This design comes from an exercise in tuning for small area, a short achievable clock period and few clock cycles per item on the open sky130 flow, not from production work.
In this exercise RTL edits were held to simulation tests only and were not proved equivalent to the original.

## design/flow/config.mk

```make
export PLATFORM = sky130hd
export DESIGN_NAME = ncq_lutgen
export DESIGN_NICKNAME = ncq_lutgen
export VERILOG_FILES = /design/flow/design.v
export SDC_FILE = /design/flow/constraint.sdc
export NUM_CORES = 4
export LEC_CHECK = 0
export CAP_MARGIN = 20
export CORE_MARGIN = 2
export CORE_UTILIZATION = 40
export PLACE_DENSITY = 0.6
export SLEW_MARGIN = 20
```

## design/flow/constraint.sdc

```tcl
create_clock -name core_clock -period 18.0 [get_ports {clk}]
set_input_delay 3.6000 -clock core_clock [delete_from_list [all_inputs] [get_ports {clk}]]
set_output_delay 3.6000 -clock core_clock [all_outputs]
set_load 0.01 [all_outputs]
```

## design/flow/run.sh

```bash
#!/bin/bash
# synth_recipe.tcl (not shown) runs the flow's synth.tcl, then flattens the netlist and writes it again
# the make line also repeats each setting of config.mk as NAME=value (left out here)
make -C /OpenROAD-flow-scripts/flow DESIGN_CONFIG=/design/flow/config.mk WORK_HOME=/design/flow/orfs CLKGATE_MAP_FILE= SYNTH_SCRIPT=/design/flow/synth_recipe.tcl finish
```

## design/flow/design.v

```verilog
module ncq_lutgen #(
    parameter PAL_DEPTH = 64
) (
    input  wire        clk,
    input  wire        rst,           
    input  wire        pal_we,
    input  wire [5:0]  pal_waddr,
    input  wire [31:0] pal_wdata,     
    input  wire [6:0]  pal_n,         
    input  wire        req_valid,
    output wire        req_ready,
    input  wire [14:0] req_bucket,    
    output wire        resp_valid,
    input  wire        resp_ready,
    output wire [7:0]  resp_index
);
    localparam NU   = 16;             
    localparam NG   = 4;              
    localparam CAP  = 6;              
    reg [23:0] pal_rgb [0:PAL_DEPTH-1];
    reg        pal0_transp;
    always @(posedge clk) begin
        if (pal_we) begin
            pal_rgb[pal_waddr] <= pal_wdata[31:8];
            if (pal_waddr == 6'd0)
                pal0_transp <= ~pal_wdata[7];
        end
    end
    reg        busy;
    reg [1:0]  grp;
    reg [14:0] kq;
    reg [6:0]  n_q;
    reg        ready_q;
    reg [3:0]  outst;             
    wire [6:0] nm1 = n_q - 7'd1;
    wire [1:0] last_grp_c = nm1[5:4];
    wire       issue_last = busy && (grp == last_grp_c);
    wire hs_req  = req_valid && ready_q;
    wire hs_resp = resp_valid && resp_ready;
    wire [3:0] outst_nx = outst + {3'd0, hs_req} - {3'd0, hs_resp};
    wire busy_nx = hs_req || (busy && !issue_last);
    wire [1:0] grp_nx = hs_req ? 2'd0 : grp + 2'd1;
    wire free_nx = !busy_nx || (grp_nx == last_grp_c);
    always @(posedge clk) begin
        n_q <= pal_n;
        if (rst) begin
            busy    <= 1'b0;
            grp     <= 2'd0;
            outst   <= 4'd0;
            ready_q <= 1'b0;
        end else begin
            busy    <= busy_nx;
            grp     <= grp_nx;
            outst   <= outst_nx;
            ready_q <= free_nx && (outst_nx < CAP);
        end
        if (hs_req)
            kq <= req_bucket;
    end
    assign req_ready = ready_q;
    wire [7:0] cr = {kq[14:10], kq[14:12]};
    wire [7:0] cg = {kq[9:5],   kq[9:7]};
    wire [7:0] cb = {kq[4:0],   kq[4:2]};
    function [15:0] sq8;
        input [7:0] a;
        integer i, j;
        reg [15:0] s;
        begin
            s = 0;
            for (i = 0; i < 8; i = i + 1) begin
                s = s + ({15'd0, a[i]} << (2*i));
                for (j = i + 1; j < 8; j = j + 1)
                    s = s + ({15'd0, a[i] & a[j]} << (i + j + 1));
            end
            sq8 = s;
        end
    endfunction
    reg [15:0] a_r2 [0:NU-1];
    reg [15:0] a_g2 [0:NU-1];
    reg [15:0] a_b2 [0:NU-1];
    reg [8:0]  a_rm [0:NU-1];
    reg [NU-1:0] a_ok;            
    reg        a_pin;
    reg [5:0]  a_pidx;
    reg        a_v, a_first, a_last;
    reg [1:0]  a_grp;
    wire [NU-1:0] pin_hit;
    genvar u;
    generate
        for (u = 0; u < NU; u = u + 1) begin : g_a
            wire [23:0] ent = pal_rgb[{grp, u[3:0]}];
            wire [7:0]  pr  = ent[23:16];
            wire [7:0]  pg  = ent[15:8];
            wire [7:0]  pb  = ent[7:0];
            wire [8:0]  sr  = {1'b0, pr} - {1'b0, cr};
            wire [8:0]  sg  = {1'b0, pg} - {1'b0, cg};
            wire [8:0]  sb  = {1'b0, pb} - {1'b0, cb};
            wire [7:0]  ar  = sr[8] ? -sr[7:0] : sr[7:0];
            wire [7:0]  ag  = sg[8] ? -sg[7:0] : sg[7:0];
            wire [7:0]  ab  = sb[8] ? -sb[7:0] : sb[7:0];
            wire [6:0]  idx = {1'b0, grp, u[3:0]};
            wire        in_n = idx < n_q;
            assign pin_hit[u] = in_n && ({pr[7:3], pg[7:3], pb[7:3]} == kq) &&
                                ((grp != 2'd0) || (u != 0) || !pal0_transp);
            always @(posedge clk) begin
                a_r2[u] <= sq8(ar);
                a_g2[u] <= sq8(ag);
                a_b2[u] <= sq8(ab);
                a_rm[u] <= {1'b0, pr} + {1'b0, cr};
                a_ok[u] <= in_n && ((grp != 2'd0) || (u != 0));
            end
        end
    endgenerate
    reg        pin_any;
    reg [3:0]  pin_loc;
    integer    q;
    always @(*) begin
        pin_any = 1'b0;
        pin_loc = 4'd0;
        for (q = 0; q < NU; q = q + 1)
            if (pin_hit[q]) begin
                pin_any = 1'b1;
                pin_loc = q[3:0];
            end
    end
    always @(posedge clk) begin
        a_v     <= busy && !rst;
        a_first <= (grp == 2'd0);
        a_last  <= (grp == last_grp_c);
        a_grp   <= grp;
        a_pin   <= pin_any;
        a_pidx  <= {grp, pin_loc};
    end
    reg [19:0] b_d [0:NU-1];
    reg        b_pin;
    reg [5:0]  b_pidx;
    reg        b_v, b_first, b_last;
    reg [1:0]  b_grp;
    generate
        for (u = 0; u < NU; u = u + 1) begin : g_b
            wire [15:0] r2 = a_r2[u];
            wire [15:0] b2 = a_b2[u];
            wire [8:0]  rm = a_rm[u];
            wire [26:0] tr = {r2, 10'd0} + rm * r2;
            wire [26:0] tb = {b2, 10'd0} + {b2, 9'd0} - (rm + 9'd2) * b2;
            wire [19:0] d  = tr[26:9] + {a_g2[u], 2'b00} + tb[26:9];
            always @(posedge clk)
                b_d[u] <= a_ok[u] ? d : 20'hFFFFF;
        end
    endgenerate
    always @(posedge clk) begin
        b_v     <= a_v && !rst;
        b_first <= a_first;
        b_last  <= a_last;
        b_grp   <= a_grp;
        b_pin   <= a_pin;
        b_pidx  <= a_pidx;
    end
    reg [19:0] t1d [0:7];  reg [3:0] t1i [0:7];
    reg [19:0] t2d [0:3];  reg [3:0] t2i [0:3];
    reg [19:0] t3d [0:1];  reg [3:0] t3i [0:1];
    reg [19:0] t4d;        reg [3:0] t4i;
    integer m;
    always @(*) begin
        for (m = 0; m < 8; m = m + 1) begin
            if (b_d[2*m+1] < b_d[2*m]) begin t1d[m] = b_d[2*m+1]; t1i[m] = 2*m+1; end
            else                       begin t1d[m] = b_d[2*m];   t1i[m] = 2*m;   end
        end
        for (m = 0; m < 4; m = m + 1) begin
            if (t1d[2*m+1] < t1d[2*m]) begin t2d[m] = t1d[2*m+1]; t2i[m] = t1i[2*m+1]; end
            else                       begin t2d[m] = t1d[2*m];   t2i[m] = t1i[2*m];   end
        end
        for (m = 0; m < 2; m = m + 1) begin
            if (t2d[2*m+1] < t2d[2*m]) begin t3d[m] = t2d[2*m+1]; t3i[m] = t2i[2*m+1]; end
            else                       begin t3d[m] = t2d[2*m];   t3i[m] = t2i[2*m];   end
        end
        if (t3d[1] < t3d[0]) begin t4d = t3d[1]; t4i = t3i[1]; end
        else                 begin t4d = t3d[0]; t4i = t3i[0]; end
    end
    reg [19:0] c_d;
    reg [5:0]  c_i;
    reg        c_pin;
    reg [5:0]  c_pidx;
    reg        c_v, c_first, c_last;
    always @(posedge clk) begin
        c_v     <= b_v && !rst;
        c_first <= b_first;
        c_last  <= b_last;
        c_pin   <= b_pin;
        c_pidx  <= b_pidx;
        c_d     <= t4d;
        c_i     <= {b_grp, t4i};
    end
    reg [19:0] acc_d;
    reg [5:0]  acc_i;
    reg        acc_pin;
    reg [5:0]  acc_pidx;
    wire        take_new = c_first || (c_d < acc_d);
    wire [19:0] nd   = take_new ? c_d : acc_d;
    wire [5:0]  ni   = take_new ? c_i : acc_i;
    wire        npin = c_pin || (!c_first && acc_pin);
    wire [5:0]  npi  = c_pin ? c_pidx : acc_pidx;
    always @(posedge clk) begin
        if (c_v) begin
            acc_d    <= nd;
            acc_i    <= ni;
            acc_pin  <= npin;
            acc_pidx <= npi;
        end
    end
    wire       push   = c_v && c_last && !rst;
    wire [5:0] result = npin ? npi : ni;
    reg [5:0] q_idx [0:CAP-1];
    reg [2:0] q_cnt;
    reg       q_valid;
    wire       pop = q_valid && resp_ready;
    wire [2:0] q_cnt_nx = q_cnt + {2'd0, push} - {2'd0, pop};
    integer f;
    always @(posedge clk) begin
        for (f = 0; f < CAP; f = f + 1) begin
            if (pop) begin
                if (push && f == q_cnt - 1)
                    q_idx[f] <= result;
                else if (f < CAP - 1)
                    q_idx[f] <= q_idx[f + 1];
            end else if (push && f == q_cnt) begin
                q_idx[f] <= result;
            end
        end
        if (rst) begin
            q_cnt   <= 3'd0;
            q_valid <= 1'b0;
        end else begin
            q_cnt   <= q_cnt_nx;
            q_valid <= (q_cnt_nx != 3'd0);
        end
    end
    assign resp_valid = q_valid;
    assign resp_index = {2'b00, q_idx[0]};
endmodule
```

==> summary.txt <==
==> logic make-up (layout without fill, tap and decap cells) <==
kind of cell / Yosys count / in the layout / synth area share (%)
simple gates: 8927 / 8927 / 11.91
other cells: 1 / 69 / 0.001084
fa+ha+maj: 9212 / 9212 / 43.36
mux: 631 / 631 / 3.261
flops: 2878 / 2878 / 21.35
compound gates: 3342 / 3342 / 6.226
buf+inv: 8119 / 8318 / 8.822
xor+xnor: 2000 / 2000 / 5.064
==> per-stage QoR <==
step	hold slack (ns)	instance area (um2)	util (%)	setup WS (ns)
floorplan	0.3096	345900	-	9.015
global placement	0.3112	360800	41.86	6.032
detailed placement	0.3121	360800	41.86	6.149
CTS	0.3195	372500	43.22	6.067
global route	0.3244	372600	43.23	5.044
finish	0.3197	372700	43.25	6.150
==> worst reg2reg max path, delay by kind of cell (launching register included) <==
| kind | cells | cell delay [ns] |
|---|---|---|
| fa+ha+maj | 4 | 1.28 |
| compound gates | 26 | 6.93 |
| simple gates | 11 | 1.20 |
| mux | 2 | 0.88 |
| buf+inv | 5 | 1.12 |
| flops | 1 | 0.31 |
==> layer usage <==
metal  vias up  wire [um]
li1     110500          -
met1    119300     390200
met2      5797     425100
met3      1210      53770
met4        18      37470
met5         -        129
==> sequential cells by signal, summed over array words and instances, names as in the netlist, 2 cells and up <==
signal,flops
q_cnt,3
a_r2,225
a_rm,143
grp,2
kq,15
b_pidx,5
acc_i,6
q_idx,36
c_d,20
a_pidx,5
pal_rgb,1536
a_b2,240
c_pidx,5
a_g2,240
c_i,5
n_q,7
outst,4
b_d,320
a_ok,16
acc_d,20
acc_pidx,6
==> synth_stat cells (all sizes together) (49+ instances only) <==
cell	n
mux2	120
o21bai	514
a21o	431
clkbuf	764
edfxtp	1621
xnor2	1329
buf	118
nor2b	232
o41ai	59
nor3	245
nor2	2066
o21a	222
and3	131
xor2	671
or2	79
and2	1730
nand4	85
mux2i	127
fa	4626
o21ai	359
a31oi	100
inv	7236
a21oi	1265
nand2	3579
mux4	384
nor4	49
ha	4585
dfxtp	1257
nand2b	417
nand3	236
a211oi	64
==> how the worst min path moves through the flow <==
stage	from	end	slack [ns]	depth (start not counted)
6_report	b_first	c_first	0.32	0
5_1_grt	b_first	c_first	0.32	0
4_1_cts	a_pin	b_pin	0.32	0
3_5_place_dp	b_grp[0]	c_pidx[4]	0.31	0
3_3_place_gp	a_pidx[5]	b_pidx[5]	0.31	0
2_1_floorplan	a_first	b_first	0.31	0
==> final cells by class <==
class,instances,area share (%)
Sequential cell,2878,19.81
Antenna cell,67,0.04498
Clock buffer,419,2.455
Tap cell,11490,3.857
Multi-Input combinational cell,24110,64.89
Inverter,7237,7.294
Timing Repair Buffer,450,0.9527
Clock inverter,212,0.6905
==> flow_metrics.py <==
metrics = {
    "worst_setup_path": {
        "r2r-start": "b_d[12][15]",
        "crit_end": "c_i[2]",
        "cp_num_buf_inv": 5,
        "critical_path_required_ns": 18.90,
        "crit_slowest_cell": "a2111oi_0",
        "max_stage_delay_ns": 0.82,
        "rrSetupSlack_ns": 6.15,
        "crit_start": "b_d[12][15]",
        "critPathKind": "reg -> reg",
        "cp-start-kind": "flop",
        "ff2ff_path_depth": 48,
        "critPathTopFamily": "compound AO/OA/AOI/OAI gates",
        "cp_common_cell": "a21oi_1",
        "reg2reg_to": "c_i[2]",
        "end_kind": "flop",
        "cp.depth": 48,
        "crit_arrival_ns": 12.75,
        "path_max_fanout": 26,
    },
    "clock_tree": {
        "cts_root_buf": "clkbuf_16",
        "cts_tree": "done",
        "path_clk_slew_ns": 0.06,
        "clock-sinks": 2878,
        "clk_latency_ns": 1.06,
        "cts_hold_buf": 0,
        "cts_htree_levels": 5,
        "post_cts_resized": 0,
        "postCtsSetupBuffers": 0,
        "cts_buffer_depth": 4,
        "tritoncts.num_buffers": 340,
    },
    "die": {
        "dieArea_um2": 872200,
        "dieWidth_um": 933.9,
        "ios": 75,
        "start_util_pct": 40.13,
        "die_h_um": 933.9,
        "num_rows": 341,
        "core_area_um2": 861900,
    },
    "placed_design": {
        "io_buffers": 65,
        "gp_congestion": 0.9224,
        "hpwl_um": 720600,
        "place_inst": 46170,
    },
    "timing": {
        "slew_headroom_pct": 22.64,
        "setup_tns_ns": 0,
        "final-hold-violation-count": 0,
        "finalCriticalPeriod_ns": 11.85,
        "max_freq_mhz": 84.39,
        "tightest_slew_ns": 1.150,
        "finalSetupViolCount": 0,
        "rsz0062_at_grt": "false",
        "fin_crit_sh_pct": 65.83,
        "finClkSkew_ns": 0.1175,
        "drv_slew": 0,
    },
    "logic_synthesis": {
        "yosys_register_bits": 2878,
        "seq_area_frac_synth_pct": 21.35,
        "ys_warn_count": 13,
        "async_flop_share_pct": 0,
        "postSynthAreaPerCell_um2": 9.851,
        "synth_ff_type": "edfxtp_1",
        "yosysUniqueCellTypes": 95,
        "synth_top_area_cell": "fa_1",
        "syn_area_um2": 345900,
        "synthCells": 35110,
        "synthDominantCellAreaShare_pct": 26.77,
        "ys_top_cells_by_area": "fa_1, ha_1, edfxtp_1",
        "synth_edf_count": 1621,
    },
    "routing": {
        "vias": 236800,
        "firstDrtPassIters": 6,
        "wl_per_cell_um": 19.34,
        "detail-route-antenna-nets": 0,
        "wl_um": 906600,
        "drc": 0,
        "drtIter0Drc": 15000,
        "vias_per_cell": 5.053,
    },
    "grt": {
        "antenna_found_initial": 93,
        "met3_usage_pct": 2.715,
        "grt_use_met1_pct": 27.84,
        "grt_pass1_vias": 249500,
        "grt_max_degree": 78,
        "use_met2_pct": 34.60,
        "grt_pass1_wl_um": 1428000,
        "grt_busiest_layer": "met2",
        "gr-usage-all-layers_pct": 20.86,
        "overflow": 0,
    },
    "layout": {
        "nets": 44300,
        "stdcell_count": 46870,
        "drive_gt1_share_pct": 4.778,
        "final_common_cell": "inv_1",
        "n_fill_cell": 82580,
        "area_delta_synth_final_pct": 7.755,
        "final_cell_mix": "inv_1, fa_1, ha_1",
        "multiInputGateArea_um2": 241900,
        "layout.area.seq_um2": 73850,
    },
    "flow_run": {
        "maxCapViolations": 0,
    },
    "min_path": {
        "min_path_type": "reg -> reg",
    },
    "outcome": {
        "status": "complete, no violations",
    },
}
Testbench counts, summed over its fixed seeds: cycles 41,620, items 12,000.

[port drivers added, routing unchanged]
How much do the figures lean on ideal ports? The routed layout below was timed once more, with nothing changed but the port constraints. Step 1: set_driving_cell puts a clkbuf_16 on clk and a buf_2 on each other input, an assumption about the parent block. Step 2 moves the port delays by t, midway between the first and last clock arrival at a register: inputs arrive t later, outputs are due t later. That takes back most of the time a late clock gives input paths. Three values: no drivers, after step 1, after step 2; two values: the first two.
shift t [ns]: 1.155
slack for setup (ns): 6.150 / 6.150 / 6.150
hold WS [ns]: 0.320 / 0.320 / 0.320
worst setup path after step 2: register to register
After both steps setup and hold are still met in this run. For this run, drivers alone change the setup slack by 0.000 ns; drivers and shift together by 0.000 ns.
